This is an optimization exercise on Yosys and OpenROAD, whose aim is a short achievable clock period and few clock cycles, not a production implementation. Function was checked by simulation only, so behaviour that the tests miss may differ from the original. Power and IR drop assume default switching activity.

## design.v

```verilog
module adc_seq_wdec (
    input  wire [31:0] w,
    input  wire [15:0] a_hi,
    output wire        rd, wr, mod, pi, ps, ai, ar
);
    wire [3:0] op  = w[3:0];
    wire       hz  = (w[31:9] == 23'd0);
    wire       w80 = hz & (w[8:4] == 5'd0);
    assign rd  = w80 & (op == 4'h1);
    assign wr  = w80 & ((op == 4'h2) | (op == 4'h3));
    assign mod = op[0];                             
    assign pi  = w80 & (op == 4'h4) & (a_hi == 16'd0);
    assign ps  = hz & (op == 4'h5);
    assign ai  = w80 & (op == 4'h6);
    assign ar  = w80 & (op == 4'h7);
endmodule
module adc_seq_adec (
    input  wire [31:0] a,
    output wire [7:0]  is,                          
    output wire        mis
);
    assign is  = {a == 32'h3000_004C, a == 32'h3000_0034,
                  a == 32'h3000_0008, a == 32'h3000_0000,
                  a == 32'h2000_0014, a == 32'h2000_0000,
                  a == 32'h1000_0004, a == 32'h1000_0000};
    assign mis = (a[1:0] != 2'b00);
endmodule
module adc_seq_fast (
    input  wire        rst,
    input  wire        cmd_valid,
    input  wire [31:0] w,            
    input  wire [31:0] a,            
    input  wire [31:0] da, db,       
    input  wire [31:0] clk0, moder, odr,
    input  wire        out_on,
    input  wire        rdy,
    input  wire        st_ps,        
    input  wire        st_ar,        
    input  wire [15:0] oe,
    input  wire        rdy_o, rspv_or, bsy_or, wconv_or, rspk0_or, cst_or, cbusy_or, eoc_or,
    input  wire [15:0] oe_or, outr_or,
    output wire        rdy_d, rspv_d, bsy_d, slow_d, wconv_d, rspk0_d, cst_d, cbusy_d, eoc_d,
    output wire        fw_d, fps_d,      
    output wire [15:0] oe_d, outr_d
);
    wire z0, z1, z2, z3, z4, z5, z6, z5p;
    adc_seq_g_nor4 g_z0 (.a(w[31]), .b(w[30]), .c(w[29]), .d(w[28]), .y(z0));
    adc_seq_g_nor4 g_z1 (.a(w[27]), .b(w[26]), .c(w[25]), .d(w[24]), .y(z1));
    adc_seq_g_nor4 g_z2 (.a(w[23]), .b(w[22]), .c(w[21]), .d(w[20]), .y(z2));
    adc_seq_g_nor4 g_z3 (.a(w[19]), .b(w[18]), .c(w[17]), .d(w[16]), .y(z3));
    adc_seq_g_nor4 g_z4 (.a(w[15]), .b(w[14]), .c(w[13]), .d(w[12]), .y(z4));
    adc_seq_g_nor4 g_z5 (.a(w[11]), .b(w[10]), .c(w[9]),  .d(w[8]),  .y(z5));
    adc_seq_g_nor4 g_z6 (.a(w[7]),  .b(w[6]),  .c(w[5]),  .d(w[4]),  .y(z6));
    adc_seq_g_nor3 g_z5p (.a(w[11]), .b(w[10]), .c(w[9]), .y(z5p));
    wire o7, o5, o23;
    adc_seq_g_and4b  g_o7  (.an(w[3]), .b(w[2]), .c(w[1]), .d(w[0]), .y(o7));
    adc_seq_g_and4bb g_o5  (.an(w[3]), .bn(w[1]), .c(w[2]), .d(w[0]), .y(o5));
    adc_seq_g_and3bb g_o23 (.an(w[3]), .bn(w[2]), .c(w[1]), .y(o23));
    wire o23e;                       
    adc_seq_g_nor3b g_o23e (.a(w[3]), .b(w[2]), .cn(w[1]), .y(o23e));
    wire q_ar_n, q_ps_n, acc_n, q_ps;
    adc_seq_g_nand2 g_qar (.a(cmd_valid), .b(st_ar), .y(q_ar_n));
    adc_seq_g_nand2 g_qpn (.a(cmd_valid), .b(st_ps), .y(q_ps_n));
    adc_seq_g_and2  g_qps (.a(cmd_valid), .b(st_ps), .y(q_ps));
    adc_seq_g_nand2 g_acc (.a(cmd_valid), .b(rdy), .y(acc_n));
    wire p1_n, p2_n, p3_n, p4_n;
    adc_seq_g_nand4 g_p1 (.a(z0), .b(z1), .c(z2), .d(z3), .y(p1_n));
    adc_seq_g_nand4 g_p2 (.a(z4), .b(z5), .c(z6), .d(o7), .y(p2_n));
    adc_seq_g_nand3 g_p3 (.a(z4), .b(z5p), .c(o5), .y(p3_n));
    adc_seq_g_nand4 g_p4 (.a(z4), .b(z5), .c(z6), .d(o23), .y(p4_n));
    wire y0, y1, y2, y3, y4, y5, y6, c1_n, c2_n;
    adc_seq_g_nor4 g_y0 (.a(a[31]), .b(a[30]), .c(a[27]), .d(a[26]), .y(y0));
    adc_seq_g_nor4 g_y1 (.a(a[25]), .b(a[24]), .c(a[23]), .d(a[22]), .y(y1));
    adc_seq_g_nor4 g_y2 (.a(a[21]), .b(a[20]), .c(a[19]), .d(a[18]), .y(y2));
    adc_seq_g_nor4 g_y3 (.a(a[17]), .b(a[16]), .c(a[15]), .d(a[14]), .y(y3));
    adc_seq_g_nor4 g_y4 (.a(a[13]), .b(a[12]), .c(a[11]), .d(a[10]), .y(y4));
    adc_seq_g_nor4 g_y5 (.a(a[9]),  .b(a[8]),  .c(a[7]),  .d(a[6]),  .y(y5));
    adc_seq_g_nor4 g_y6 (.a(a[5]),  .b(a[3]),  .c(a[1]),  .d(a[0]),  .y(y6));
    adc_seq_g_nand4 g_c1 (.a(y0), .b(y1), .c(y2), .d(y3), .y(c1_n));
    adc_seq_g_nand3 g_c2 (.a(y4), .b(y5), .c(y6), .y(c2_n));
    wire na28, r_any_n, ra_od_n, ra_od_n_inv;
    adc_seq_g_inv g_n28 (.a(a[28]), .y(na28));
    adc_seq_g_nand4 g_rany (.a(a[29]), .b(na28), .c(a[4]), .d(a[2]), .y(ra_od_n));
    adc_seq_g_inv g_raoi (.a(ra_od_n), .y(ra_od_n_inv));
    adc_seq_g_nand2 g_rano (.a(ra_od_n_inv), .b(out_on), .y(r_any_n));
    wire f_ar, f_ps, m1, m2, k2;
    adc_seq_g_nor4 g_far (.a(p1_n), .b(p2_n), .c(q_ar_n), .d(rst), .y(f_ar));
    adc_seq_g_nor4 g_fps (.a(p1_n), .b(p3_n), .c(q_ps_n), .d(rst), .y(f_ps));
    adc_seq_g_nor2 g_m1  (.a(p1_n), .b(p4_n), .y(m1));
    adc_seq_g_nor2 g_m2  (.a(c1_n), .b(c2_n), .y(m2));
    adc_seq_g_nor3 g_k2  (.a(acc_n), .b(r_any_n), .c(rst), .y(k2));
    wire accr, naccr;
    adc_seq_g_nor2 g_accr  (.a(acc_n), .b(rst), .y(accr));
    adc_seq_g_or2  g_naccr (.a(acc_n), .b(rst), .y(naccr));
    adc_seq_g_a21o  g_rdy  (.a1(acc_n), .a2(rdy_o), .b1(rst), .y(rdy_d));
    wire t_rspv, t_rk0, v_bsy;
    adc_seq_g_or2   g_trv  (.a(f_ps), .b(rspv_or), .y(t_rspv));
    adc_seq_g_a31o  g_rspv (.a1(m1), .a2(m2), .a3(k2), .b1(t_rspv), .y(rspv_d));
    adc_seq_g_or2   g_trk  (.a(f_ps), .b(rspk0_or), .y(t_rk0));
    adc_seq_g_a31o  g_rk0  (.a1(m1), .a2(m2), .a3(k2), .b1(t_rk0), .y(rspk0_d));
    adc_seq_g_a311oi g_vbsy (.a1(m1), .a2(m2), .a3(k2), .b1(f_ps), .c1(naccr), .y(v_bsy));
    adc_seq_g_or2   g_bsy  (.a(v_bsy), .b(bsy_or), .y(bsy_d));
    adc_seq_g_and3  g_fwd  (.a(m1), .b(m2), .c(k2), .y(fw_d));
    assign fps_d = f_ps;
    adc_seq_g_and2b g_slow (.an(f_ar), .b(v_bsy), .y(slow_d));
    adc_seq_g_or2   g_wcv  (.a(f_ar), .b(wconv_or), .y(wconv_d));
    adc_seq_g_or2   g_cst  (.a(f_ar), .b(cst_or), .y(cst_d));
    adc_seq_g_or2   g_cbs  (.a(f_ar), .b(cbusy_or), .y(cbusy_d));
    adc_seq_g_and2b g_eoc  (.an(f_ar), .b(eoc_or), .y(eoc_d));
    wire nw3, nw2, nrst, op23on_n, acc_r_n, e_od;
    adc_seq_g_inv   g_nw3  (.a(w[3]), .y(nw3));
    adc_seq_g_inv   g_nw2  (.a(w[2]), .y(nw2));
    adc_seq_g_inv   g_nrst (.a(rst), .y(nrst));
    adc_seq_g_nand4 g_op2o (.a(nw3), .b(nw2), .c(w[1]), .d(out_on), .y(op23on_n));
    adc_seq_g_nand3 g_accr3 (.a(rdy), .b(cmd_valid), .c(nrst), .y(acc_r_n));
    adc_seq_g_nor3  g_eod  (.a(ra_od_n), .b(op23on_n), .c(acc_r_n), .y(e_od));
    wire [3:0] pn;
    adc_seq_g_inv g_i4 (.a(w[4]), .y(pn[0]));
    adc_seq_g_inv g_i5 (.a(w[5]), .y(pn[1]));
    adc_seq_g_inv g_i6 (.a(w[6]), .y(pn[2]));
    adc_seq_g_inv g_i7 (.a(w[7]), .y(pn[3]));
    wire w8r;
    adc_seq_g_and2b g_w8r (.an(rst), .b(w[8]), .y(w8r));
    wire [15:0] hit;
    genvar n;
    generate
        for (n = 0; n < 16; n = n + 1) begin : g_pin
            wire dec;
            adc_seq_g_and4 g_dec (.a(((n / 1) % 2) ? w[4] : pn[0]), .b(((n / 2) % 2) ? w[5] : pn[1]),
                                  .c(((n / 4) % 2) ? w[6] : pn[2]), .d(((n / 8) % 2) ? w[7] : pn[3]), .y(dec));
            adc_seq_g_and3 g_hit (.a(dec), .b(o5), .c(q_ps), .y(hit[n]));
        end
    endgenerate
    adc_seq_wdata u_wdata (
        .e_od (e_od), .hit (hit), .w8r (w8r), .rst (rst),
        .mod (w[0]), .da (da), .db (db), .clk0 (clk0), .moder (moder), .odr (odr),
        .out_on (out_on), .oe (oe),
        .oe_or (oe_or), .outr_or (outr_or),
        .oe_d (oe_d), .outr_d (outr_d)
    );
endmodule
module adc_seq_wdata (
    input  wire        e_od,
    input  wire [15:0] hit,
    input  wire        w8r,             
    input  wire        rst,
    input  wire        mod,             
    input  wire [31:0] da, db, clk0, moder, odr,
    input  wire        out_on,
    input  wire [15:0] oe,
    input  wire [15:0] oe_or, outr_or,
    output wire [15:0] oe_d, outr_d
);
    wire [15:0] wod = da[15:0] | (odr[15:0] & ~db[15:0] & {16{mod}});
    assign oe_d = oe_or & {16{~rst}};
    genvar n;
    generate
        for (n = 0; n < 16; n = n + 1) begin : g_pin
            assign outr_d[n] = e_od   ? (oe[n] & wod[n]) :
                               hit[n] ? (oe[n] & w8r) : (outr_or[n] & ~rst);
        end
    endgenerate
endmodule
module adc_seq_g_inv   (input wire a, output wire y); assign y = ~a; endmodule
module adc_seq_g_and2  (input wire a, b, output wire y); assign y = a & b; endmodule
module adc_seq_g_and2b (input wire an, b, output wire y); assign y = ~an & b; endmodule
module adc_seq_g_and3  (input wire a, b, c, output wire y); assign y = a & b & c; endmodule
module adc_seq_g_and4  (input wire a, b, c, d, output wire y); assign y = a & b & c & d; endmodule
module adc_seq_g_and4b (input wire an, b, c, d, output wire y); assign y = ~an & b & c & d; endmodule
module adc_seq_g_and4bb (input wire an, bn, c, d, output wire y); assign y = ~an & ~bn & c & d; endmodule
module adc_seq_g_and3bb (input wire an, bn, c, output wire y); assign y = ~an & ~bn & c; endmodule
module adc_seq_g_a21oi (input wire a1, a2, b1, output wire y); assign y = ~((a1 & a2) | b1); endmodule
module adc_seq_g_a211oi (input wire a1, a2, b1, c1, output wire y); assign y = ~((a1 & a2) | b1 | c1); endmodule
module adc_seq_g_a31o  (input wire a1, a2, a3, b1, output wire y); assign y = (a1 & a2 & a3) | b1; endmodule
module adc_seq_g_a311oi (input wire a1, a2, a3, b1, c1, output wire y); assign y = ~((a1 & a2 & a3) | b1 | c1); endmodule
module adc_seq_g_nor3b (input wire a, b, cn, output wire y); assign y = ~(a | b | ~cn); endmodule
module adc_seq_g_or2   (input wire a, b, output wire y); assign y = a | b; endmodule
module adc_seq_g_nand2 (input wire a, b, output wire y); assign y = ~(a & b); endmodule
module adc_seq_g_nand3 (input wire a, b, c, output wire y); assign y = ~(a & b & c); endmodule
module adc_seq_g_nand4 (input wire a, b, c, d, output wire y); assign y = ~(a & b & c & d); endmodule
module adc_seq_g_nor2  (input wire a, b, output wire y); assign y = ~(a | b); endmodule
module adc_seq_g_nor3  (input wire a, b, c, output wire y); assign y = ~(a | b | c); endmodule
module adc_seq_g_nor4  (input wire a, b, c, d, output wire y); assign y = ~(a | b | c | d); endmodule
module adc_seq_g_a21o  (input wire a1, a2, b1, output wire y); assign y = (a1 & a2) | b1; endmodule
module adc_seq_g_mux2  (input wire a0, a1, s, output wire y); assign y = s ? a1 : a0; endmodule
module adc_seq (
    input  wire        clk,
    input  wire        rst,
    input  wire        cmd_valid,
    input  wire [31:0] cmd_word,
    input  wire [31:0] cmd_addr,
    input  wire [31:0] cmd_a,
    input  wire [31:0] cmd_b,
    output wire        ready,
    output wire        rsp_valid,
    output wire [1:0]  rsp_kind,
    output wire [31:0] rsp_data,
    input  wire        rsp_take,
    output wire        busy,
    output wire        fault,
    output wire [2:0]  fault_cause,
    output wire [31:0] fault_info,
    output wire [15:0] pin_oe,
    output wire [15:0] pin_out,
    output wire        conv_start,
    output wire [4:0]  conv_ch,
    output wire        conv_trusted,
    input  wire        conv_done,
    input  wire [11:0] conv_data
);
    localparam [31:0] A_CLK0  = 32'h1000_0000;
    localparam [31:0] A_CLK1  = 32'h1000_0004;
    localparam [31:0] A_MODER = 32'h2000_0000;
    localparam [31:0] A_ODR   = 32'h2000_0014;
    localparam [31:0] A_SR    = 32'h3000_0000;
    localparam [31:0] A_CR    = 32'h3000_0008;
    localparam [31:0] A_SQR   = 32'h3000_0034;
    localparam [31:0] A_DR    = 32'h3000_004C;
    localparam [1:0] R_OK = 2'b01, R_DATA = 2'b10;
    reg        rdy, rspv, flt, bsy;   
    reg        slow;                  
    reg        w_init;                
    reg [3:0]  icnt;
    reg        w_conv;                
    reg        w_ok;                  
    reg [1:0]  rsp_k;
    reg [31:0] rsp_d;
    reg [2:0]  fcause;
    reg [31:0] finfo;
    reg        cst;
    reg [4:0]  cch;
    reg        ctr;
    reg [15:0] oe_r, out_r;           
    reg [31:0] clk0, clk1, moder, odr, cr, sqr;
    reg [11:0] dr;
    reg        eoc, settled, conv_busy;
    reg [31:0] p_word, p_addr, p_a, p_b;
    reg        s_rd, s_w, s_mod, s_pi, s_ps, s_ai, s_ar0;   
    reg [7:0]  q_is;                  
    reg        q_mis;                 
    reg        q_d1, q_d5;            
    reg        q_fw, q_fps;           
    reg [15:0] q_odrps;               
    reg [15:0] q_oe_c0, q_oe_mo, q_oe_pi, q_oe_ai, q_oe, q_odr_w, q_odr16;
    wire out_on = clk0[0];
    wire adc_on = clk1[8];
    wire done = conv_done & conv_busy & ~cst;
    wire c_rd, c_w, c_mod, c_pi, c_ps, c_ai, c_ar0, c_mis;
    wire [7:0] c_is;
    adc_seq_wdec u_wdec (
        .w (cmd_word), .a_hi (cmd_a[31:16]),
        .rd (c_rd), .wr (c_w), .mod (c_mod), .pi (c_pi), .ps (c_ps), .ai (c_ai), .ar (c_ar0)
    );
    adc_seq_adec u_adec (.a (cmd_addr), .is (c_is), .mis (c_mis));
    wire c_d1 = ~(cmd_a[8] | (clk1[8] & ~cmd_b[8] & c_mod));
    wire c_d5 = cmd_a[30] | ~(cmd_a[0] | (cr[0] & ~cmd_b[0] & c_mod));
    wire [31:0] c_keep = ~cmd_b & {32{cmd_word[0]}};         
    wire [31:0] c_wmo  = cmd_a | (moder & c_keep);
    wire        c_wc0  = cmd_a[0] | (clk0[0] & c_keep[0]);
    wire [15:0] c_odr_w = cmd_a[15:0] | (odr[15:0] & c_keep[15:0]);
    wire [15:0] c_oe_c0, c_oe_mo, c_oe_pi, c_oe_ai;
    genvar m;
    generate
        for (m = 0; m < 16; m = m + 1) begin : g_cand
            wire f01 = ~moder[2*m+1] & moder[2*m];
            assign c_oe_c0[m] = c_wc0 & f01;
            assign c_oe_mo[m] = out_on & ~c_wmo[2*m+1] & c_wmo[2*m];
            assign c_oe_pi[m] = cmd_a[m] | f01;
            assign c_oe_ai[m] = (m == 4) ? 1'b0 : f01;
        end
    endgenerate
    always @(posedge clk) begin
        p_word  <= cmd_word;
        q_odrps <= cmd_word[8] ? (odr[15:0] | (16'd1 << cmd_word[7:4]))
                               : (odr[15:0] & ~(16'd1 << cmd_word[7:4]));
        q_oe_c0 <= c_oe_c0;
        q_oe_mo <= c_oe_mo;
        q_oe_pi <= c_oe_pi;
        q_oe_ai <= c_oe_ai;
        q_oe    <= oe_r;
        q_odr_w <= c_odr_w;
        q_odr16 <= odr[15:0];
        p_addr  <= cmd_addr;
        p_a     <= cmd_a;
        p_b     <= cmd_b;
        s_rd    <= c_rd;
        s_w     <= c_w;
        s_mod   <= c_mod;
        s_pi    <= c_pi;
        s_ps    <= c_ps;
        s_ai    <= c_ai;
        s_ar0   <= c_ar0;
        q_is    <= c_is;
        q_mis   <= c_mis;
        q_d1    <= c_d1;
        q_d5    <= c_d5;
    end
    wire [7:0] s_acc  = q_is & {{4{adc_on}}, {2{out_on}}, 2'b11};
    wire [7:0] s_rs   = s_acc & {8{s_rd}};                    
    wire [7:0] s_ws   = s_acc & 8'b0110_1111 & {8{s_w}};      
    wire       s_okrd = |s_rs;
    wire       s_okw  = |s_ws;
    wire       s_ar   = s_ar0 & adc_on;                       
    wire [31:0] keep     = ~p_b & {32{s_mod}};
    wire [31:0] wd_clk0  = p_a | (clk0  & keep);
    wire [31:0] wd_clk1  = p_a | (clk1  & keep);
    wire [31:0] wd_moder = p_a | (moder & keep);
    wire [31:0] wd_odr   = p_a | (odr   & keep);
    wire [31:0] wd_cr    = p_a | (cr    & keep);
    wire [31:0] wd_sqr   = p_a | (sqr   & keep);
    wire dis_clk1 = conv_busy & q_d1;
    wire dis_cr   = conv_busy & q_d5;
    wire dis_sqr  = conv_busy;
    wire dis      = conv_busy & ((s_ws[1] & q_d1) | (s_ws[5] & q_d5) | s_ws[6]);
    wire commit   = slow | q_fw;                  
    wire we_clk0  = commit & s_ws[0];
    wire we_clk1  = slow & s_ws[1] & ~dis_clk1;
    wire we_moder = commit & s_ws[2];
    wire we_odr   = commit & s_ws[3];
    wire we_cr    = slow & s_ws[5] & ~dis_cr;
    wire we_sqr   = slow & s_ws[6] & ~dis_sqr;
    wire ok_rd = s_okrd;
    wire ok_w  = s_okw & ~dis;
    wire ok_ai = s_ai & ~conv_busy;
    wire ok_ar = s_ar & ~conv_busy;
    wire ok_s  = ok_rd | ok_w | s_pi | ok_ai | ok_ar;
    wire g_pi  = slow & s_pi;
    wire g_ai0 = slow & s_ai;                     
    wire g_ai  = slow & ok_ai;                    
    wire st_cr    = p_a[30] & wd_cr[0];           
    wire s_start  = (we_cr & st_cr) | (slow & ok_ar & cr[0]);
    wire s_imm    = ok_ar & ~cr[0] & eoc;         
    wire busy_s   = s_ai | (s_ws[5] & st_cr) | (s_ar & ~s_imm);
    wire set_clr  = (we_cr & (cr[0] ^ wd_cr[0])) | (we_clk1 & ~wd_clk1[8]) |
                    (g_ai & ~cr[0]);
    reg [31:0] pi_set, pi_clr;
    integer i;
    always @(*) begin
        pi_set = 32'd0;
        pi_clr = 32'd0;
        for (i = 0; i < 16; i = i + 1) begin
            if (p_a[i]) begin
                pi_set[2*i]   = 1'b1;
                pi_clr[2*i]   = 1'b1;
                pi_clr[2*i+1] = 1'b1;
            end
        end
    end
    wire [31:0] rdata_s = ({32{s_rs[0]}} & clk0) |
                          ({32{s_rs[1]}} & clk1) |
                          ({32{s_rs[2]}} & moder) |
                          ({32{s_rs[3]}} & odr) |
                          ({32{s_rs[4]}} & {30'd0, eoc, 1'b0}) |
                          ({32{s_rs[5]}} & cr) |
                          ({32{s_rs[6]}} & sqr) |
                          ({32{s_rs[7] | s_imm}} & {20'd0, dr});
    wire [1:0] kind_s = {ok_rd | s_imm, (ok_w & ~(s_ws[5] & st_cr)) | s_pi};
    wire [7:0] clocked = {{4{adc_on}}, {2{out_on}}, 2'b11};
    wire [2:0] f_acc = q_mis ? 3'd2 : ~|q_is ? 3'd3 : ~|(q_is & clocked) ? 3'd4 :
                       (q_is[4] | q_is[7]) ? 3'd5 : 3'd6;
    wire [2:0] cause_s = (s_rd | s_w) ? f_acc :
                         s_ps  ? 3'd4 :
                         s_ar0 ? (adc_on ? 3'd6 : 3'd4) :
                         s_ai  ? 3'd6 : 3'd1;
    wire [31:0] info_s = (s_rd | s_w) ? p_addr :
                         s_ps  ? A_ODR :
                         s_ar0 ? A_CR :
                         s_ai  ? A_SQR : p_word;
    wire init_end = w_init & (icnt == 4'd0);
    wire conv_end = w_conv & done;
    wire take     = rspv & rsp_take;
    wire end_ev   = init_end | conv_end | w_ok;
    wire rd_clr   = slow & (s_rs[7] | s_imm);         
    wire rdy_o    = rdy | take;
    wire rspv_o   = slow ? (ok_s & ~busy_s) : end_ev ? 1'b1 : take ? 1'b0 : rspv;
    wire bsy_o    = slow ? (ok_s & busy_s) : end_ev ? 1'b0 : bsy;
    wire wconv_o  = slow ? (ok_ar & cr[0]) : end_ev ? 1'b0 : w_conv;
    wire rspk0_o  = slow ? kind_s[0] : end_ev ? ~conv_end : take ? 1'b0 : rsp_k[0];
    wire cbusy_o  = s_start | (conv_busy & ~done);
    wire eoc_o    = s_start ? 1'b0 : conv_end ? 1'b0 : done ? 1'b1 : rd_clr ? 1'b0 : eoc;
    reg [31:0] clk0_n, clk1_n, moder_n, odr_n, cr_n, sqr_n;
    always @(*) begin
        clk0_n = clk0;
        if (we_clk0)            clk0_n = wd_clk0;
        else if (g_pi | g_ai0)  clk0_n[0] = 1'b1;
        clk1_n = clk1;
        if (we_clk1)            clk1_n = wd_clk1;
        else if (g_ai0)         clk1_n[8] = 1'b1;
        moder_n = moder;
        if (we_moder)           moder_n = wd_moder;
        else if (g_pi)          moder_n = (moder & ~pi_clr) | pi_set;
        else if (g_ai0)         moder_n[9:8] = 2'b11;
        odr_n = odr;
        if (we_odr)             odr_n = wd_odr;
        else if (q_fps)         odr_n[15:0] = q_odrps;
        sqr_n = sqr;
        if (we_sqr)             sqr_n = wd_sqr;
        else if (g_ai)          sqr_n[4:0] = 5'd4;
        cr_n = cr;
        if (we_cr)              cr_n = {wd_cr[31], 1'b0, wd_cr[29:0]};
        else if (g_ai)          cr_n[0] = 1'b1;
    end
    wire rdy_d, rspv_d, bsy_d, slow_d, wconv_d, rspk0_d, cst_d, cbusy_d, eoc_d;
    wire pin_upd = slow | q_fw | q_fps;
    wire [15:0] oe_sel  = (commit & s_ws[0]) ? q_oe_c0 :
                          (commit & s_ws[2]) ? q_oe_mo :
                          (slow & s_pi)      ? q_oe_pi :
                          (slow & s_ai)      ? q_oe_ai : q_oe;
    wire [15:0] odr_sel = (commit & s_ws[3]) ? q_odr_w :
                          q_fps              ? q_odrps : q_odr16;
    wire [15:0] oe_o    = pin_upd ? oe_sel : oe_r;
    wire [15:0] outr_o  = pin_upd ? (oe_sel & odr_sel) : out_r;
    wire q_fw_d, q_fps_d;
    wire [15:0] oe_d, outr_d;
    adc_seq_fast u_fast (
        .rst       (rst),
        .cmd_valid (cmd_valid),
        .w         (cmd_word),
        .a         (cmd_addr),
        .da        (cmd_a),
        .db        (cmd_b),
        .clk0      (clk0),
        .moder     (moder),
        .odr       (odr),
        .out_on    (out_on),
        .rdy       (rdy),
        .st_ps     (rdy & out_on),
        .st_ar     (rdy & adc_on & ~conv_busy & cr[0]),
        .oe        (oe_r),
        .rdy_o     (rdy_o),
        .rspv_or   (~rst & rspv_o),
        .bsy_or    (~rst & bsy_o),
        .wconv_or  (~rst & wconv_o),
        .rspk0_or  (~rst & rspk0_o),
        .cst_or    (~rst & s_start),
        .cbusy_or  (~rst & cbusy_o),
        .eoc_or    (~rst & eoc_o),
        .oe_or     (oe_o),
        .outr_or   (outr_o),
        .rdy_d (rdy_d), .rspv_d (rspv_d), .bsy_d (bsy_d), .slow_d (slow_d),
        .wconv_d (wconv_d), .rspk0_d (rspk0_d), .cst_d (cst_d), .cbusy_d (cbusy_d),
        .eoc_d (eoc_d), .fw_d (q_fw_d), .fps_d (q_fps_d),
        .oe_d (oe_d), .outr_d (outr_d)
    );
    always @(posedge clk) begin
        rdy       <= rdy_d;
        rspv      <= rspv_d;
        bsy       <= bsy_d;
        slow      <= slow_d;
        w_conv    <= wconv_d;
        rsp_k[0]  <= rspk0_d;
        cst       <= cst_d;
        conv_busy <= cbusy_d;
        eoc       <= eoc_d;
        q_fw      <= q_fw_d;
        q_fps     <= q_fps_d;
        oe_r      <= oe_d;
        out_r     <= outr_d;
    end
    always @(posedge clk) begin
        if (rst) begin
            flt <= 1'b0;
            w_init <= 1'b0;
            w_ok <= 1'b0;
            icnt <= 4'd0;
            rsp_k[1] <= 1'b0;
            rsp_d <= 32'd0;
            fcause <= 3'd0;
            finfo <= 32'd0;
            clk0 <= 32'd0;
            clk1 <= 32'd0;
            moder <= 32'd0;
            odr <= 32'd0;
            cr <= 32'd0;
            sqr <= 32'd0;
            dr <= 12'd0;
            settled <= 1'b0;
        end else begin
            icnt <= icnt - 4'd1;
            if (slow) begin
                flt <= ~ok_s;
                w_init <= ok_ai;
                w_ok <= ok_w & s_ws[5] & st_cr;
                icnt <= 4'd15;
                rsp_k[1] <= kind_s[1];
                rsp_d <= rdata_s;
                if (!ok_s) begin
                    fcause <= cause_s;
                    finfo <= info_s;
                end
            end else begin
                if (take) begin
                    rsp_k[1] <= 1'b0;
                    rsp_d <= 32'd0;
                end
                if (end_ev) begin
                    w_init <= 1'b0;
                    w_ok <= 1'b0;
                    rsp_k[1] <= conv_end;
                end
                if (conv_end)
                    rsp_d <= {20'd0, conv_data};
            end
            clk0 <= clk0_n;
            clk1 <= clk1_n;
            moder <= moder_n;
            odr <= odr_n;
            cr <= cr_n;
            sqr <= sqr_n;
            if (set_clr)       settled <= 1'b0;
            else if (init_end) settled <= 1'b1;
            if (done)          dr <= conv_data;
        end
    end
    always @(posedge clk) begin
        cch <= sqr[4:0];
        ctr <= settled & (sqr[4:0] == 5'd4) & (moder[9:8] == 2'b11);
    end
    assign ready        = rdy;
    assign busy         = bsy;
    assign fault        = flt;
    assign rsp_valid    = rspv;
    assign rsp_kind     = rsp_k;
    assign rsp_data     = rsp_d;
    assign fault_cause  = fcause;
    assign fault_info   = finfo;
    assign conv_start   = cst;
    assign conv_ch      = cch;
    assign conv_trusted = ctr;
    assign pin_oe       = oe_r;
    assign pin_out      = out_r;
endmodule
```

## run.sh

```bash
#!/bin/bash
# synth_recipe.tcl (not shown) runs the flow's synth.tcl, then flattens the netlist and writes it again
# the make line also repeats each setting of config.mk as NAME=value (left out here)
make -C /OpenROAD-flow-scripts/flow DESIGN_CONFIG=/design/flow/config.mk WORK_HOME=/design/flow/orfs CLKGATE_MAP_FILE= SYNTH_SCRIPT=/design/flow/synth_recipe.tcl finish
```

## config.mk

```make
export PLATFORM = sky130hd
export DESIGN_NAME = adc_seq
export DESIGN_NICKNAME = adc_seq
export VERILOG_FILES = /design/flow/design.v
export SDC_FILE = /design/flow/constraint.sdc
export NUM_CORES = 4
export LEC_CHECK = 0
export ABC_CLOCK_PERIOD_IN_PS = 300
export CAP_MARGIN = 20
export CORE_MARGIN = 2
export CORE_UTILIZATION = 45
export SETUP_SLACK_MARGIN = 4.5
export SLEW_MARGIN = 20
export SYNTH_HIERARCHICAL = 1
```

## constraint.sdc

```tcl
create_clock -name core_clock -period 6.0 [get_ports {clk}]
set_input_delay 1.2000 -clock core_clock [delete_from_list [all_inputs] [get_ports {clk}]]
set_output_delay 1.2000 -clock core_clock [all_outputs]
set_load 0.01 [all_outputs]
```

==> impl_metrics.ini, run 1 <==
[cts]
cts-root-buf = clkbuf_16
clock_latency_ps = 660
numClockSinks = 601
holdBufCountCts = 0
clk_pin_slew_worst_paths_ps = 60
cts_made_buffers = 61
cts_tree = yes
cts_max_level = 2
cts.path.max_buffers = 3

[global_route]
grt_overflow = 0
grt_pass1_vias = 24817
track_usage_pct = 42.2
grt_pass1_wl_um = 169000
antenna_found_initial = 11
grt_max_degree = 50

[synthesis]
yosysWarnings = 7
synth_seq_cells = 601
ys_top_cells_by_area = dfxtp_1 51%, a21oi_1 6.4%, o21ai_0 4.7%
syn_area_um2 = 23700
syn_nets = 2734
ys_async_sr_fraction_pct = 0
avgSynthCellArea_um2 = 9.16
syn-instance-count = 2587
yosysTopAreaCell = dfxtp_1
synth.distinct_cells = 81
synth_top_cell_area_share_pct = 50.8
seq_area_frac_synth_pct = 50.8
synth_ff_type = dfxtp_1
synth_edf_count = 0

[route]
wire_per_inst_um = 31.3
vias = 26124
drcViolationCount = 0
dr.pass1.iters = 9
drtIter0Drc = 3776
antenna_left = 0
via_per_inst = 6.59
wl_um = 124000

[timing]
drv_slew = 0
finClkSkew_ps = 24.3
maxSlewHeadroom_pct = 36.1
hold_viol = 0
tightestPinTransition_ps = 956
setup_viol = 0
post-route-min-period_ps = 2370
setup_tns_ps = 0
fin_crit_sh_pct = 39.6
layout_setup_ws_ps = 3630
max_freq_mhz = 421
rsz0062_at_grt = yes

[cells_and_area]
area_growth_pct = 69.3
stdcell_count = 3965
multi_input_area_um2 = 15800
nets = 3374
fillers = 3224
drive_gt1_share_pct = 55.1
seqCellArea_um2 = 12300

[worst_setup_path]
critPathBufInv = 3
critPathMaxFanout = 12
crit_path_end_kind = flop
r2r-start = q_is[5]$_DFF_P_
start_kind = flop
worstReg2RegEnd = rsp_d[9]$_SDFFE_PP0P_
r2r_slack_ps = 3630
critPathSlowestCell = nand2_1
worst-setup-path-type = reg -> reg
crit_end = rsp_d[9]$_SDFFE_PP0P_
crit_arrival_ps = 2900
cp-startpoint = q_is[5]$_DFF_P_
path_depth = 8
path_delay_family = simple AND/OR/NAND/NOR gates
crit_chain = buf_6 > buf_6 > buf_4 > and3_4 > a222oi_1 > nand2_1 > nand2_1 > a211oi_2
cp_slowest_stage_delay_ps = 490
worstRegToRegCells = 8
required_ps = 6520

[floorplanning]
dieArea_um2 = 54500
die_w_um = 234
fp.dieH_um = 234
start_util_pct = 45.3
io_pins = 257
core-area_um2 = 52300
fp-row-count = 84

[placed_design]
place.gp.congestion = 0.870
preCtsSetupSlack_ps = 2280
dp_hpwl_um = 59500
dp_cells = 3370
io_buffers = 256

[flow_run]
maxCapViolCount = 0

[power_and_ir_drop]
vdd_ir_drop_max_uv = 242
p_leak_nw = 15.6
pwr_density_cell_nw_per_um2 = 219

[run_status]
status = finished clean

[min_path]
min_path_type = reg -> reg
==> through the flow <==
| stage | hold WS [ps] | cell area (µm²) | util, % | total power [mW] |
|---|---|---|---|---|
| 6_report | 393 | 40100 | 76.7 | 8.81 |
| 5_1_grt | 393 | 40100 | 76.7 | 8.97 |
| 4_1_cts | 381 | 37400 | 71.6 | 8.64 |
| 3_5_place_dp | 365 | 28200 | 53.8 | 4.77 |
| 3_3_place_gp | 369 | 28200 | 53.8 | 4.77 |
| 2_1_floorplan | 343 | 26200 | - | 4.52 |
==> modules after synthesis (local to each module, per instance), excerpt <==
module | flops+latches | cells | copies in the design
adc_seq_g_nor3 | 0 | 1 | 3
adc_seq_g_and3bb | 0 | 1 | 1
adc_seq_g_nor4 | 0 | 1 | 16
adc_seq_g_and4bb | 0 | 1 | 1
adc_seq_g_and4b | 0 | 1 | 1
adc_seq_g_nand3 | 0 | 1 | 3
adc_seq | 601 | 2311 | 1
adc_seq_g_a21o | 0 | 1 | 1
adc_seq_g_nand4 | 0 | 1 | 6
==> cell usage in the layout, fill, tap and decap left out, types with 37 or more instances in the layout <==
cell	synthesis	final
dfxtp_2	0	95
a211oi_2	25	56
nor2b_1	68	40
a222oi_1	77	77
nand2_2	0	38
nand2b_1	50	43
dfxtp_1	601	470
inv_1	62	56
buf_6	10	237
o21ai_0	224	47
buf_12	0	93
o21ai_2	0	87
nor2_1	153	118
clkbuf_16	0	66
buf_4	1	220
a21oi_1	303	56
o21ai_4	0	50
nand2_4	0	69
buf_16	0	43
o21ai_1	2	42
nand2_1	296	184
a21oi_4	1	37
a21oi_2	0	211
==> cell usage after synthesis (all sizes together) (13+ instances only) <==
cell	instances
dfxtp	601
a21oi	304
nand2	296
o21ai	226
nor2	155
clkbuf	139
a222oi	77
nor2b	71
a211oi	64
inv	62
buf	52
nand2b	50
nor4	50
a31oi	42
nor3	40
and3	36
a22oi	32
mux2	23
a221oi	21
and4	18
a21o	17
and2	17
nor3b	17
o22ai	17
mux2i	16
o21ba	14
a22o	13
nand3	13
nand4	13
o211ai	13
==> how the worst min path moves through the flow <==
stage	startpoint	endpoint	cells past startpoint
4_1_cts	sqr[2]$_SDFFE_PP0P_	cch[2]$_DFF_P_	0
3_5_place_dp	sqr[2]$_SDFFE_PP0P_	cch[2]$_DFF_P_	0
3_3_place_gp	sqr[2]$_SDFFE_PP0P_	cch[2]$_DFF_P_	0
6_report	sqr[4]$_SDFFE_PP0P_	cch[4]$_DFF_P_	0
2_1_floorplan	sqr[2]$_SDFFE_PP0P_	cch[2]$_DFF_P_	0
5_1_grt	sqr[2]$_SDFFE_PP0P_	cch[2]$_DFF_P_	0
==> final cells by class <==
type                       count  area share (%)
clock inverter                 6          0.0935
clock buffer                 102            4.69
antenna                        5          0.0312
sequential                   601            30.6
multi-input combinational   1751            39.3
timing repair buffer         749            22.6
tap                          688            2.14
inverter                      63           0.608
==> registers in the layout, indices dropped and copies added (netlist names), 31 cells and up <==
name and cells:
moder 32, p_b 32, cr 31, p_a 32
clk1 32, clk0 32, sqr 32, rsp_d 32
odr 32, finfo 32, p_addr 32, p_word 32
==> per-layer routing <==
layer | routed length, µm | vias to the layer above | GRT usage (%)
li1 | - | 10768 | -
met1 | 45800 | 12707 | 53.9
met2 | 52800 | 2065 | 62.9
met3 | 15800 | 574 | 11.9
met4 | 9750 | 10 | 25.9
met5 | 80 | - | 0
==> power breakdown <==
group          leakage, nW  switching [mW]  internal, mW  total, mW
combinational         9.70           0.465         0.385      0.849
clock                0.945            1.68          2.11       3.79
sequential            4.98          0.0981          4.07       4.17
==> cell families (layout without fill, tap and decap cells) <==
family                   count (synthesis)  in the layout  share of synthesized area (%)
multiplexers                            39             39                           1.77
AO/OA/AOI/OAI                          879            881                           24.2
AND/OR/NAND/NOR                        809            827                           18.0
buffers and inverters                  255            920                           5.17
other                                    0              5                              0
adder cells (fa/ha/maj)                  2              2                          0.106
XOR/XNOR                                 2              2                         0.0739
flip-flops                             601            601                           50.8
==> timing repair <==
item / 4_1_cts / 5_1_grt
resized for setup: 1841 / 412
buffers inserted: 304 / 106
endpoints found under the hold margin: 0 / 0
pin swaps: 398 / 226
setup endpoints to repair: 516 / 471
cloned: 66 / 6
Testbench counts, summed over its fixed seeds: cycles 14,043.
==> inputs of run 2 (changes only) <==
==> flow/run.sh (new file) <==
#!/bin/bash
# The standard layout, with the port buffers that ORFS inserts before global
# placement made as sky130_fd_sc_hd__buf_4 rather than the library's smallest
# buffer (a delay cell), which repair_timing then leaves on the input paths.
set -euo pipefail
bash standard.sh finish "BUFFER_PORTS_ARGS=-buffer_cell sky130_fd_sc_hd__buf_4" > make_finish.log 2>&1
==> standard.sh (new file) <==
#!/bin/bash
# synth_recipe.tcl (not shown) runs the flow's synth.tcl, then flattens the netlist and writes it again
# the make line also repeats each setting of config.mk as NAME=value (left out here)
make -C /OpenROAD-flow-scripts/flow DESIGN_CONFIG=/design/flow/config.mk WORK_HOME=/design/flow/orfs CLKGATE_MAP_FILE= SYNTH_SCRIPT=/design/flow/synth_recipe.tcl "${@:-finish}"
removed: run.sh
==> run 2 against run 1 <==
Effect of this change:
- largest cell class unchanged
- still clean on timing, DRC and antenna
- first-iteration DRC count rose by 8.9%
- count of clock-buffer cells in the layout fell by 18
- critical path depth fell by 7
- sequential share of layout area rose by 0.88 points
- global-route usage fell by 1.6 points
- hold slack improved by 7.3 ps
- utilization fell by 2.2 points
- final area fell by 2.8%
- critical path type is now reg -> out
- worst setup slack improved by 7.8 ps
- final cell count fell by 1.1%
==> impl_metrics.ini, run 2 <==
[synthesis]
synth.distinct_cells = 81
synth_ff_type = dfxtp_1
yosysTopAreaCell = dfxtp_1
avgSynthCellArea_um2 = 9.16
yosysWarnings = 7
synth_edf_count = 0
syn-instance-count = 2587
syn_nets = 2734
ys_async_sr_fraction_pct = 0
ys_top_cells_by_area = dfxtp_1 51%, a21oi_1 6.4%, o21ai_0 4.7%
yosysMostFrequentCell = dfxtp_1
seq_area_frac_synth_pct = 50.8
synth_seq_cells = 601
syn_area_um2 = 23700
synth_top_cell_area_share_pct = 50.8
yosys-top-cells-count = 601 x dfxtp_1, 303 x a21oi_1, 296 x nand2_1

[timing]
max_freq_mhz = 423
drv_slew = 0
hold_viol = 0
setup_viol = 0
tightestPinTransition_ps = 670
layout_setup_ws_ps = 3630
post-route-min-period_ps = 2370
setup_tns_ps = 0
finClkSkew_ps = 21.1
fin_crit_sh_pct = 39.4
maxSlewHeadroom_pct = 55.2
finalHoldWorstSlack_ps = 400
rsz0062_at_grt = yes

[floorplanning]
dieArea_um2 = 54500
start_util_pct = 45.3
fp-row-count = 84
fp.dieH_um = 234
core-area_um2 = 52300
io_pins = 257
die_w_um = 234

[cts]
cts_made_buffers = 61
cts_max_level = 2
clk_pin_slew_worst_paths_ps = 70
holdBufCountCts = 0
cts-root-buf = clkbuf_16
cts_tree = yes
cts.path.max_buffers = 3
numClockSinks = 601
clock_latency_ps = 680

[cells_and_area]
final_common_cell = dfxtp_1
nets = 3328
final_cell_mix = 471 x dfxtp_1, 306 x buf_4, 230 x buf_6, 215 x nand2_1, 209 x a21oi_2
drive_gt1_share_pct = 54.4
area_growth_pct = 64.5

[route]
via_per_inst = 6.59
antenna_left = 0
routed.top_layer = met5
met1_length_um = 44300
drtIter0Drc = 4111
dr.pass1.iters = 10
vias = 25852
wl_met3_um = 16300
wire_per_inst_um = 31.4
drcViolationCount = 0
wl_met2_um = 52500
wl_um = 123000

[run_status]
status = finished clean

[global_route]
grt_pass1_vias = 24344
antenna_found_initial = 2
grt_pass1_wl_um = 163000
track_usage_pct = 40.5
grt_max_degree = 50
grt_overflow = 0

[flow_run]
maxCapViolCount = 0

[worst_setup_path]
crit_chain = buf_6
start_kind = flop
critPathMaxFanout = 5
worst-setup-path-type = reg -> out
crit_path_end_kind = output pin
required_ps = 4800
path_delay_family = flip-flops
critPathBufInv = 1
critPathSlowestCell = dfxtp_4
crit_arrival_ps = 1170
cp_slowest_stage_delay_ps = 390

[power_and_ir_drop]
vdd_ir_drop_max_uv = 274
power_mw = 9.14
p_leak_nw = 15.1
pwr_density_cell_nw_per_um2 = 234

[min_path]
min_path_type = reg -> reg

[placed_design]
io_buffers = 256
dp_hpwl_um = 59500
preCtsSetupSlack_ps = 2670
place.gp.congestion = 0.900
## run 2: cell counts after synthesis
Identical to the previous run, type by type.
## run 2: final timing paths
path	slack, ps	endpoint	startpoint	cells after the start
max	3630	pin_oe[11]	oe_r[11]$_DFF_P_	1
max reg2reg	3760	rsp_d[4]$_SDFFE_PP0P_	s_rd$_DFF_P_	9
min	400	cch[4]$_DFF_P_	sqr[4]$_SDFFE_PP0P_	0
min reg2reg	400	cch[4]$_DFF_P_	sqr[4]$_SDFFE_PP0P_	0
## run 2: final cells by class
class / instances / area, µm²
Fill cell: 3307 / 13300
Sequential cell: 601 / 12300
Tap cell: 688 / 861
Timing Repair Buffer: 698 / 8390
Multi-Input combinational cell: 1756 / 15000
Antenna cell: 2 / 5.00
Inverter: 63 / 241
Clock buffer: 84 / 1830
Clock inverter: 29 / 359
## run 2: logic make-up (layout without fill, tap and decap cells)
logic type	Yosys count	count (layout)	synth area share, %
compound gates	879	883	24.2
xor+xnor	2	2	0.0739
fa+ha+maj	2	2	0.106
buf+inv	255	874	5.17
flops	601	601	50.8
mux	39	39	1.77
other cells	0	2	0
simple gates	809	830	18.0
## run 2: routing by layer
layer | vias up | track usage (%)
met5 | - | 0
met4 | 4 | 24.1
met3 | 621 | 11.2
met2 | 2011 | 61.1
met1 | 12532 | 51.7
li1 | 10684 | -
## run 2: where the power goes
group / internal (mW) / total (mW) / switching [mW] / leakage [nW]
registers: 4.07 / 4.16 / 0.0910 / 4.98
logic: 0.353 / 0.793 / 0.441 / 8.98
clock network: 2.43 / 4.18 / 1.75 / 1.09
## run 2: modules after synthesis, one instance, submodules excluded, excerpt
| module | times used | flops+latches |
|---|---|---|
| adc_seq_g_a31o | 2 | 0 |
| adc_seq_g_a21o | 1 | 0 |
| adc_seq_g_and3 | 17 | 0 |
| adc_seq_g_nor4 | 16 | 0 |
| adc_seq_g_and4bb | 1 | 0 |
| adc_seq_g_inv | 9 | 0 |
| adc_seq_g_nand2 | 4 | 0 |
| adc_seq_g_and4 | 16 | 0 |
| adc_seq | 1 | 601 |
| adc_seq_wdec | 1 | 0 |
## run 2: timing repair
item / CTS / global route
buffers inserted: 267 / 101
resized for setup: 957 / 310
gates cloned: 60 / 12
hold endpoints to repair: 0 / 0
setup endpoints to repair: 512 / 465
pin swaps: 339 / 222
## run 2: through the flow
| stage | instance area (µm²) | utilization [%] | instances |
|---|---|---|---|
| 3_5_place_dp | 27500 | 52.5 | 3366 |
| 3_3_place_gp | 27500 | 52.5 | 3366 |
| 6_report | 39000 | 74.5 | 3921 |
| 4_1_cts | 36700 | 70.0 | 3806 |
| 2_1_floorplan | 26200 | - | 2587 |
| 5_1_grt | 39000 | 74.5 | 3919 |
==> inputs of run 3 (changes only) <==
--- a/design.v
+++ b/design.v
@@ -39,2 +39,4 @@
     input  wire [15:0] oe,
+    input  wire        conv_done,
+    input  wire        wc_rdy,       
     input  wire        rdy_o, rspv_or, bsy_or, wconv_or, rspk0_or, cst_or, cbusy_or, eoc_or,
@@ -96,3 +98,5 @@
     wire t_rspv, t_rk0, v_bsy;
-    adc_seq_g_or2   g_trv  (.a(f_ps), .b(rspv_or), .y(t_rspv));
+    wire cdw;
+    adc_seq_g_and3b g_cdw  (.an(rst), .b(conv_done), .c(wc_rdy), .y(cdw));
+    adc_seq_g_or3   g_trv  (.a(f_ps), .b(rspv_or), .c(cdw), .y(t_rspv));
     adc_seq_g_a31o  g_rspv (.a1(m1), .a2(m2), .a3(k2), .b1(t_rspv), .y(rspv_d));
@@ -163,2 +167,19 @@
 endmodule
+module adc_seq_pinsel (
+    input  wire        sel_c0, sel_mo, sel_pi, sel_ai, sel_od, sel_ps, upd,
+    input  wire [15:0] oe_c0, oe_mo, oe_pi, oe_ai, oe_k,
+    input  wire [15:0] odr_w, odr_ps, odr_k,
+    input  wire [15:0] oe_cur, out_cur,
+    output wire [15:0] oe_o, outr_o
+);
+    wire oe_none  = ~(sel_c0 | sel_mo | sel_pi | sel_ai);
+    wire odr_none = ~(sel_od | sel_ps);
+    wire [15:0] oe_n  = ({16{sel_c0}} & oe_c0) | ({16{sel_mo}} & oe_mo) |
+                        ({16{sel_pi}} & oe_pi) | ({16{sel_ai}} & oe_ai) |
+                        ({16{oe_none}} & oe_k);
+    wire [15:0] odr_n = ({16{sel_od}} & odr_w) | ({16{sel_ps}} & odr_ps) |
+                        ({16{odr_none}} & odr_k);
+    assign oe_o   = upd ? oe_n : oe_cur;
+    assign outr_o = upd ? (oe_n & odr_n) : out_cur;
+endmodule
 module adc_seq_g_inv   (input wire a, output wire y); assign y = ~a; endmodule
@@ -167,2 +188,4 @@
 module adc_seq_g_and3  (input wire a, b, c, output wire y); assign y = a & b & c; endmodule
+module adc_seq_g_and3b (input wire an, b, c, output wire y); assign y = ~an & b & c; endmodule
+module adc_seq_g_or3   (input wire a, b, c, output wire y); assign y = a | b | c; endmodule
 module adc_seq_g_and4  (input wire a, b, c, d, output wire y); assign y = a & b & c & d; endmodule
@@ -374,6 +397,7 @@
     wire rdy_o    = rdy | take;
-    wire rspv_o   = slow ? (ok_s & ~busy_s) : end_ev ? 1'b1 : take ? 1'b0 : rspv;
+    wire rspv_o   = slow ? (ok_s & ~busy_s) : (init_end | w_ok) ? 1'b1 : take ? 1'b0 : rspv;
+    wire wc_rdy   = w_conv & conv_busy & ~cst;    
     wire bsy_o    = slow ? (ok_s & busy_s) : end_ev ? 1'b0 : bsy;
     wire wconv_o  = slow ? (ok_ar & cr[0]) : end_ev ? 1'b0 : w_conv;
-    wire rspk0_o  = slow ? kind_s[0] : end_ev ? ~conv_end : take ? 1'b0 : rsp_k[0];
+    wire rspk0_o  = slow ? kind_s[0] : (init_end | w_ok) ? 1'b1 : take ? 1'b0 : rsp_k[0];
     wire cbusy_o  = s_start | (conv_busy & ~done);
@@ -404,10 +428,16 @@
     wire pin_upd = slow | q_fw | q_fps;
-    wire [15:0] oe_sel  = (commit & s_ws[0]) ? q_oe_c0 :
-                          (commit & s_ws[2]) ? q_oe_mo :
-                          (slow & s_pi)      ? q_oe_pi :
-                          (slow & s_ai)      ? q_oe_ai : q_oe;
-    wire [15:0] odr_sel = (commit & s_ws[3]) ? q_odr_w :
-                          q_fps              ? q_odrps : q_odr16;
-    wire [15:0] oe_o    = pin_upd ? oe_sel : oe_r;
-    wire [15:0] outr_o  = pin_upd ? (oe_sel & odr_sel) : out_r;
+    wire [15:0] oe_o, outr_o;
+    adc_seq_pinsel u_pinsel (
+        .sel_c0 (commit & s_w & q_is[0]),
+        .sel_mo (commit & s_w & q_is[2] & out_on),
+        .sel_pi (slow & s_pi),
+        .sel_ai (slow & s_ai),
+        .sel_od (commit & s_w & q_is[3] & out_on),
+        .sel_ps (q_fps),
+        .upd    (pin_upd),
+        .oe_c0 (q_oe_c0), .oe_mo (q_oe_mo), .oe_pi (q_oe_pi), .oe_ai (q_oe_ai), .oe_k (q_oe),
+        .odr_w (q_odr_w), .odr_ps (q_odrps), .odr_k (q_odr16),
+        .oe_cur (oe_r), .out_cur (out_r),
+        .oe_o (oe_o), .outr_o (outr_o)
+    );
     wire q_fw_d, q_fps_d;
@@ -431,2 +461,4 @@
         .rspv_or   (~rst & rspv_o),
+        .conv_done (conv_done),
+        .wc_rdy    (wc_rdy),
         .bsy_or    (~rst & bsy_o),
==> run.sh (new file) <==
#!/bin/bash
# synth_recipe.tcl (not shown) runs the flow's synth.tcl, then flattens the netlist and writes it again
# the make line also repeats each setting of config.mk as NAME=value (left out here)
make -C /OpenROAD-flow-scripts/flow DESIGN_CONFIG=/design/flow/config.mk WORK_HOME=/design/flow/orfs CLKGATE_MAP_FILE= SYNTH_SCRIPT=/design/flow/synth_recipe.tcl finish
--- a/config.mk
+++ b/config.mk
@@ -10,3 +10,3 @@
 export CORE_MARGIN = 2
-export CORE_UTILIZATION = 45
+export CORE_UTILIZATION = 60
 export SETUP_SLACK_MARGIN = 4.5
removed: flow/run.sh
removed: standard.sh
==> run 3 against run 2 <==
Effect of this change:
- the flow now stops in global routing (5_1_grt)
- synthesized cell count grew 0.19%
- area after synthesis rose by 0.24%
==> impl_metrics.ini, run 3 <==
[synthesis]
syn_nets = 2739
ys_async_sr_fraction_pct = 0
syn_area_um2 = 23800
synth.distinct_cells = 88
synth-xor-area-share_pct = 0.0737
synth_edf_count = 0
synthAdderAreaFrac_pct = 0.105
seq_area_frac_synth_pct = 50.6
synth_seq_cells = 601
synth-compound-area-share_pct = 25.7
yosysWarnings = 7
synth-simple-area-share_pct = 17.8
syn-instance-count = 2592
yosysTopAreaCell = dfxtp_1
synth_mux_area_share_pct = 0.843
synth_ff_type = dfxtp_1
synth_top_cell_area_share_pct = 50.6
ys_top_cells_by_area = dfxtp_1 51%, a21oi_1 6.9%, nand2_1 5.1%
yosysMostFrequentCell = dfxtp_1
synth_top_family_by_area = compound AO/OA/AOI/OAI gates
yosys-top-cells-count = 601 x dfxtp_1, 326 x a21oi_1, 321 x nand2_1
avgSynthCellArea_um2 = 9.17

[cts]
cts_max_level = 2
numClockSinks = 601
cts-root-buf = clkbuf_16
cts_made_buffers = 60
cts.path.max_buffers = 3

[placed_design]
dp_hpwl_um = 55600
io_buffers = 256
place.gp.congestion = 0.926

[floorplanning]
fp.dieH_um = 203
fp-row-count = 72
start_util_pct = 61.2
io_pins = 257
die_w_um = 203

[global_route]
grt_max_degree = 62
track_usage_pct = 85.2
grt_overflow = 240

[run_status]
error = [ERROR GRT-0232] Routing congestion too high. Check the congestion heatmap in the GUI.
stop_stage = global routing (5_1_grt)
status = stopped before the end
run 3: cell types whose count changed after synthesis, moves of 23 or more:
cell / previous run / this run
a211oi_1: 39 / 11
a21oi_1: 303 / 326
a222oi_1: 77 / 49
a22o_1: 12 / 91
nand2_1: 296 / 321
nor2_1: 153 / 122
o21ai_0: 224 / 164
run 3: power by group through the flow:
stage | Sequential [mW] | Clock (mW) | Combinational [mW]
3_5_place_dp | 4.25 | 0 | 0.540
3_3_place_gp | 4.25 | 0 | 0.531
2_1_floorplan | 4.23 | 0 | 0.305
4_1_cts | 4.16 | 3.75 | 0.779
run 3: cells by family after synthesis:
family	count (synthesis)
mux	18
flops	601
compound gates	913
simple gates	792
buf+inv	263
xor+xnor	2
other cells	1
fa+ha+maj	2
run 3: how the worst max path moves through the flow:
stage	start	endpoint	slack, ps	cells past startpoint
after CTS	oe_r[15]$_DFF_P_	pin_oe[15]	3680	1
after detailed placement	slow$_DFF_P_	out_r[13]$_DFF_P_	2480	11
after global placement	slow$_DFF_P_	out_r[15]$_DFF_P_	2540	10
after floorplan	cmd_word[22]	bsy$_DFF_P_	3590	5
run 3: Yosys stat by module, one instance, submodules excluded, excerpt:
module / cells / copies in the design
adc_seq_g_and2: 1 / 1
adc_seq_wdata: 123 / 1
adc_seq_g_and3b: 1 / 1
adc_seq_g_or3: 1 / 1
adc_seq_wdec: 27 / 1
adc_seq_g_nand2: 1 / 4
adc_seq_g_nor4: 1 / 16
adc_seq_g_and4b: 1 / 1
adc_seq_g_nor2: 1 / 2
adc_seq_g_nor3: 1 / 3
adc_seq_g_nand4: 1 / 6
run 3: routing by layer:
layer	global-route usage (%)	overflow
met5	49.8	4
met4	87.1	99
met3	75.2	9
met2	97.1	116
met1	83.7	12
run 3: timing repair:
action                                   CTS
gates cloned                              64
buffers inserted                         255
pin swaps                                237
endpoints found under the setup margin   518
hold buffers                               0
resized for setup                       1683
run 3: per-stage QoR:
stage / hold WS, ps / instances / total power [mW] / area [µm²] / setup WS (ps)
CTS: 422 / 3647 / 8.70 / 36700 / 3680
detailed placement: 377 / 3218 / 4.79 / 28100 / 2480
global placement: 376 / 3218 / 4.78 / 28100 / 2540
floorplan: 348 / 2592 / 4.54 / 26200 / 3590
Testbench counts of run 3, summed over its fixed seeds: cycles 14,043.
==> inputs of run 4 (changes only) <==
--- a/config.mk
+++ b/config.mk
@@ -10,3 +10,3 @@
 export CORE_MARGIN = 2
-export CORE_UTILIZATION = 60
+export CORE_UTILIZATION = 70
 export SETUP_SLACK_MARGIN = 4.5
==> run 4 against run 3 <==
Effect of this change:
- the flow stops in clock tree synthesis (4_1_cts)
- synthesized cell count unchanged
- area after synthesis unchanged
==> impl_metrics.ini, run 4 <==
[synthesis]
ys_top_cells_by_area = dfxtp_1 51%, a21oi_1 6.9%, nand2_1 5.1%
syn_nets = 2739
synth_edf_count = 0
yosys-top-cells-count = 601 x dfxtp_1, 326 x a21oi_1, 321 x nand2_1
synth_ff_type = dfxtp_1
ys_async_sr_fraction_pct = 0
yosysTopAreaCell = dfxtp_1
seq_area_frac_synth_pct = 50.6
avgSynthCellArea_um2 = 9.17
syn-instance-count = 2592
syn_area_um2 = 23800
synth.distinct_cells = 88
yosysWarnings = 7
synth_seq_cells = 601
synth_top_cell_area_share_pct = 50.6
yosysMostFrequentCell = dfxtp_1

[placed_design]
place.gp.congestion = 0.947
dp_hpwl_um = 54700
post_dp_cell_area_um2 = 28000
io_buffers = 256

[cts]
postCtsSetupBuffers = 291
holdBufCountCts = 0
cts-root-buf = clkbuf_16
cts.path.max_buffers = 3
postCtsResizedCells = 1724
numClockSinks = 601
cts_made_buffers = 57
cts_max_level = 2

[floorplanning]
start_util_pct = 71.0
fp.dieH_um = 188
die_w_um = 188
fp-row-count = 67
io_pins = 257

[run_status]
stop_stage = clock tree synthesis (4_1_cts)
status = stopped before the end
error = [ERROR DPL-0038] Utilization greater than 100%, impossible to legalize
[run 4: worst max-delay path by stage]
stage,end,slack (ps),depth (start not counted)
2_1_floorplan,bsy$_DFF_P_,3590,5
3_3_place_gp,out_r[0]$_DFF_P_,2270,7
3_5_place_dp,bsy$_DFF_P_,2130,6
[run 4: power groups by stage]
stage / sequential, mW / combinational, mW / clock, mW
detailed placement: 4.25 / 0.544 / 0
floorplan: 4.23 / 0.305 / 0
global placement: 4.24 / 0.528 / 0
[run 4: metrics by stage]
stage	util, %	power, mW	cells	worst slack (ps)
after floorplan	-	4.54	2592	3590
after detailed placement	83.7	4.79	3144	2130
after global placement	83.7	4.77	3144	2270
[run 4: modules after synthesis (local to each module, per instance), excerpt]
| module | cells inside | flip-flops and latches |
|---|---|---|
| adc_seq | 2147 | 601 |
| adc_seq_adec | 32 | 0 |
| adc_seq_g_a21o | 1 | 0 |
| adc_seq_g_and2 | 1 | 0 |
| adc_seq_g_and2b | 1 | 0 |
| adc_seq_g_and3 | 1 | 0 |
| adc_seq_g_and3b | 1 | 0 |
| adc_seq_g_and3bb | 1 | 0 |
| adc_seq_g_and4 | 1 | 0 |
| adc_seq_g_inv | 1 | 0 |
| adc_seq_g_nor4 | 1 | 0 |
| adc_seq_g_or2 | 1 | 0 |
| adc_seq_pinsel | 168 | 0 |
| adc_seq_wdata | 123 | 0 |
[run 4: cell families after synthesis]
kind of cell               after synthesis  synth area share [%]
AOI/OAI and AO/OA                      913                  25.7
and+or+nand+nor                        792                  17.8
DFF                                    601                  50.6
buffers and inverters                  263                  4.78
muxes                                   18                 0.842
adders and majority gates                2                 0.105
xor gates and xnor gates                 2                0.0737
other                                    1                0.0158
==> inputs of run 5 (changes only) <==
==> flow/run.sh (new file) <==
#!/bin/bash
# The standard layout, with the port buffers that ORFS inserts before global
# placement made as sky130_fd_sc_hd__buf_4 rather than the library's smallest
# buffer (a delay cell), which repair_timing then leaves on the input paths.
set -euo pipefail
bash standard.sh finish "BUFFER_PORTS_ARGS=-buffer_cell sky130_fd_sc_hd__buf_4" > make_finish.log 2>&1
==> standard.sh (new file) <==
#!/bin/bash
# synth_recipe.tcl (not shown) runs the flow's synth.tcl, then flattens the netlist and writes it again
# the make line also repeats each setting of config.mk as NAME=value (left out here)
make -C /OpenROAD-flow-scripts/flow DESIGN_CONFIG=/design/flow/config.mk WORK_HOME=/design/flow/orfs CLKGATE_MAP_FILE= SYNTH_SCRIPT=/design/flow/synth_recipe.tcl "${@:-finish}"
--- a/config.mk
+++ b/config.mk
@@ -10,3 +10,3 @@
 export CORE_MARGIN = 2
-export CORE_UTILIZATION = 70
+export CORE_UTILIZATION = 45
 export SETUP_SLACK_MARGIN = 4.5
removed: run.sh
==> run 5 against run 4 <==
Effect of this change:
- the run now finishes clean
- area after synthesis unchanged
- synthesized cell count unchanged
==> impl_metrics.ini, run 5 <==
[run_status]
status = finished clean

[cts]
cts.path.max_buffers = 3
numClockSinks = 601
clk_pin_slew_worst_paths_ps = 70
cts-root-buf = clkbuf_16
cts_made_buffers = 66
cts_max_level = 3
clock_latency_ps = 640
cts_tree = yes
holdBufCountCts = 0

[timing]
setup_viol = 0
maxSlewHeadroom_pct = 43.0
rsz0062_at_grt = yes
setup_tns_ps = 0
hold_viol = 0
post-route-min-period_ps = 2380
finClkSkew_ps = 27.5
drv_slew = 0
fin_crit_sh_pct = 39.6
max_freq_mhz = 421
tightestPinTransition_ps = 854

[worst_setup_path]
crit_path_end_kind = flop
r2r-start = s_rd$_DFF_P_
critPathMaxFanout = 9
required_ps = 6480
worst-setup-path-type = reg -> reg
worstRegToRegCells = 10
worstReg2RegEnd = finfo[8]$_SDFFE_PP0P_
crit_arrival_ps = 2860
r2r_slack_ps = 3620
start_kind = flop

[floorplanning]
core-area_um2 = 52300
die_w_um = 234
fp-row-count = 84
io_pins = 257
dieArea_um2 = 54700
fp.dieH_um = 234
start_util_pct = 45.4

[placed_design]
io_buffers = 256
post_dp_cell_area_um2 = 27700
dp_hpwl_um = 60100
place.gp.congestion = 0.868

[synthesis]
synth_seq_cells = 601
yosysWarnings = 7
syn_area_um2 = 23800
synth.distinct_cells = 88
synth_ff_type = dfxtp_1
ys_top_cells_by_area = dfxtp_1 51%, a21oi_1 6.9%, nand2_1 5.1%
yosysTopAreaCell = dfxtp_1
syn_nets = 2739
avgSynthCellArea_um2 = 9.17
synth_top_family_by_area = compound AO/OA/AOI/OAI gates
synth_top_cell_area_share_pct = 50.6
yosys-top-cells-count = 601 x dfxtp_1, 326 x a21oi_1, 321 x nand2_1
synth-compound-area-share_pct = 25.7
synth_edf_count = 0
synthAdderAreaFrac_pct = 0.105
synth-xor-area-share_pct = 0.0737
ys_async_sr_fraction_pct = 0
synth-simple-area-share_pct = 17.8
seq_area_frac_synth_pct = 50.6
yosysMostFrequentCell = dfxtp_1
synth_mux_area_share_pct = 0.843
syn-instance-count = 2592

[power_and_ir_drop]
p_sw_mw = 2.31
cellInternalPower_mw = 7.02
p_seq_share_pct = 44.9
p_clk_share_pct = 46.3
p_comb_share_pct = 8.9
vdd_ir_drop_max_uv = 209
p_leak_nw = 15.3
pwr_density_cell_nw_per_um2 = 237
switching_share_pct = 24.8

[cells_and_area]
area_growth_pct = 65.7
fillers = 3266
fin_area_um2 = 39400
final_common_cell = dfxtp_1
final_cell_mix = 470 x dfxtp_1, 318 x buf_4, 242 x a21oi_2, 200 x buf_6, 191 x nand2_1
drive_gt1_share_pct = 54.3
nets = 3324

[route]
wl_met2_um = 52000
wire_per_inst_um = 30.5
drtIter0Drc = 3468
drcViolationCount = 0
routed.top_layer = met5
dr.pass1.iters = 9
wl_um = 119000
antenna_left = 0
wl_met3_um = 14400
met1_length_um = 42900
vias = 25836
via_per_inst = 6.60

[min_path]
hold_end = q_odr16[5]$_DFF_P_
min_path_type = reg -> reg
min_from = odr[5]$_SDFFE_PP0P_
worstHoldPathCells = 0

[global_route]
grt_max_degree = 66
grt_pass1_vias = 24430
antenna_found_initial = 5
grt_overflow = 0
track_usage_pct = 39.5
grt_pass1_wl_um = 159000

[flow_run]
maxCapViolCount = 0
run 5: power groups by stage:
stage | Clock, mW | Sequential (mW) | Combinational (mW)
4_1_cts | 4.27 | 4.17 | 0.740
5_1_grt | 4.47 | 4.19 | 0.855
6_report | 4.32 | 4.19 | 0.828
3_5_place_dp | 0 | 4.26 | 0.521
3_3_place_gp | 0 | 4.25 | 0.514
2_1_floorplan | 0 | 4.23 | 0.305
run 5: worst max-delay path, stage by stage (launching register included):
cell and delay, ps:
dfxtp_1 730, inv_1 250, a31oi_4 300, buf_6 150
nor3_4 50, buf_6 130, buf_12 120, buf_12 130
buf_12 140, a21oi_2 160, a211oi_2 60
run 5: Yosys stat by module (local to each module, per instance), excerpt:
| module | cells inside | area (µm²) |
|---|---|---|
| adc_seq_g_nor4 | 1 | 12.5 |
| adc_seq_g_inv | 1 | 3.75 |
| adc_seq_g_and4 | 1 | 8.76 |
| adc_seq_g_and4bb | 1 | 12.5 |
| adc_seq_g_and3bb | 1 | 12.5 |
| adc_seq_pinsel | 168 | 1170 |
| adc_seq_g_and4b | 1 | 10.0 |
| adc_seq_g_a311oi | 1 | 8.76 |
| adc_seq | 2147 | 20700 |
| adc_seq_adec | 32 | 204 |
| adc_seq_g_and2b | 1 | 13.8 |
| adc_seq_g_a21o | 1 | 7.51 |
run 5: worst max-delay path by stage:
stage                     start                     to  slack, ps  cells past startpoint
5_1_grt            slow$_DFF_P_       out_r[7]$_DFF_P_       3620                     10
3_5_place_dp        s_w$_DFF_P_      out_r[12]$_DFF_P_       2550                     11
3_3_place_gp    q_is[5]$_DFF_P_           rspv$_DFF_P_       2640                      9
2_1_floorplan      cmd_word[22]            bsy$_DFF_P_       3590                      5
4_1_cts        oe_r[15]$_DFF_P_             pin_oe[15]       3700                      1
6_report           s_rd$_DFF_P_  finfo[8]$_SDFFE_PP0P_       3620                     10
run 5: what timing repair did:
action / CTS / global route
cloned: 46 / 16
pin swaps: 262 / 203
endpoints found under the setup margin: 501 / 470
gates resized for setup: 853 / 426
buffers inserted: 275 / 78
run 5: cell families after synthesis:
kind of cell / Yosys count
AO/OA/AOI/OAI: 913
adder cells (fa/ha/maj): 2
buffers and inverters: 263
XOR/XNOR: 2
other: 1
flip-flops: 601
AND/OR/NAND/NOR: 792
multiplexers: 18
run 5: final cells by class:
cell class / instances / area, µm² / area share, %
sequential: 601 / 12300 / 31.2
inverter: 76 / 358 / 0.909
antenna: 2 / 5.00 / 0.0127
multi-input combinational: 1739 / 15200 / 38.6
timing repair inverter: 5 / 65.1 / 0.165
timing repair buffer: 688 / 8350 / 21.2
tap: 688 / 861 / 2.19
clock inverter: 26 / 318 / 0.807
clock buffer: 87 / 1920 / 4.89
run 5: stage by stage:
step                      util, %  total power, mW  cells  worst slack (ps)  hold WS [ps]
after floorplan                 -             4.54   2592              3590           348
after global placement       52.9             4.77   3382              2640           379
after detailed placement     52.9             4.78   3382              2550           379
after CTS                    70.1             9.18   3816              3700           431
after global routing         75.2             9.52   3910              3620           439
final                        75.2             9.33   3912              3620           438
run 5: per-layer routing:
layer | track usage (%) | up-vias
li1 | - | 10650
met1 | 48.3 | 12584
met2 | 61.9 | 1913
met3 | 10.9 | 687
met4 | 24.3 | 2
met5 | 0 | -

==> separate check: timing with driven ports <==
Ports are ideal in the flow. The routed layouts listed here were re-timed in OpenROAD. Step 1 assumes that a clkbuf_16 drives the clock port and a buf_2 every other input. Step 2 also shifts input and output timing later by t, the mid clock arrival at the registers, as if the neighbouring blocks saw the same clock. a / b / c = no drivers / after step 1 / after step 2; a / b = the first two.
| run | t (ns) | setup WS [ns] | worst data-port slew with drivers (ns) | cell pins on the clock port's net |
|---|---|---|---|---|
| run 1 | 0.718 | 3.625 / 3.584 / 3.201 | 0.21 | 1 |
| run 2 | 0.733 | 3.633 / 3.568 / 3.095 | 0.28 | 1 |
| run 5 | 0.691 | 3.624 / 3.624 / 3.125 | 0.30 | 1 |
After both steps setup and hold are still met in every run listed. The setup slack of run 2, which loses most, moves by -0.065 ns with the drivers and by -0.538 ns with both steps.
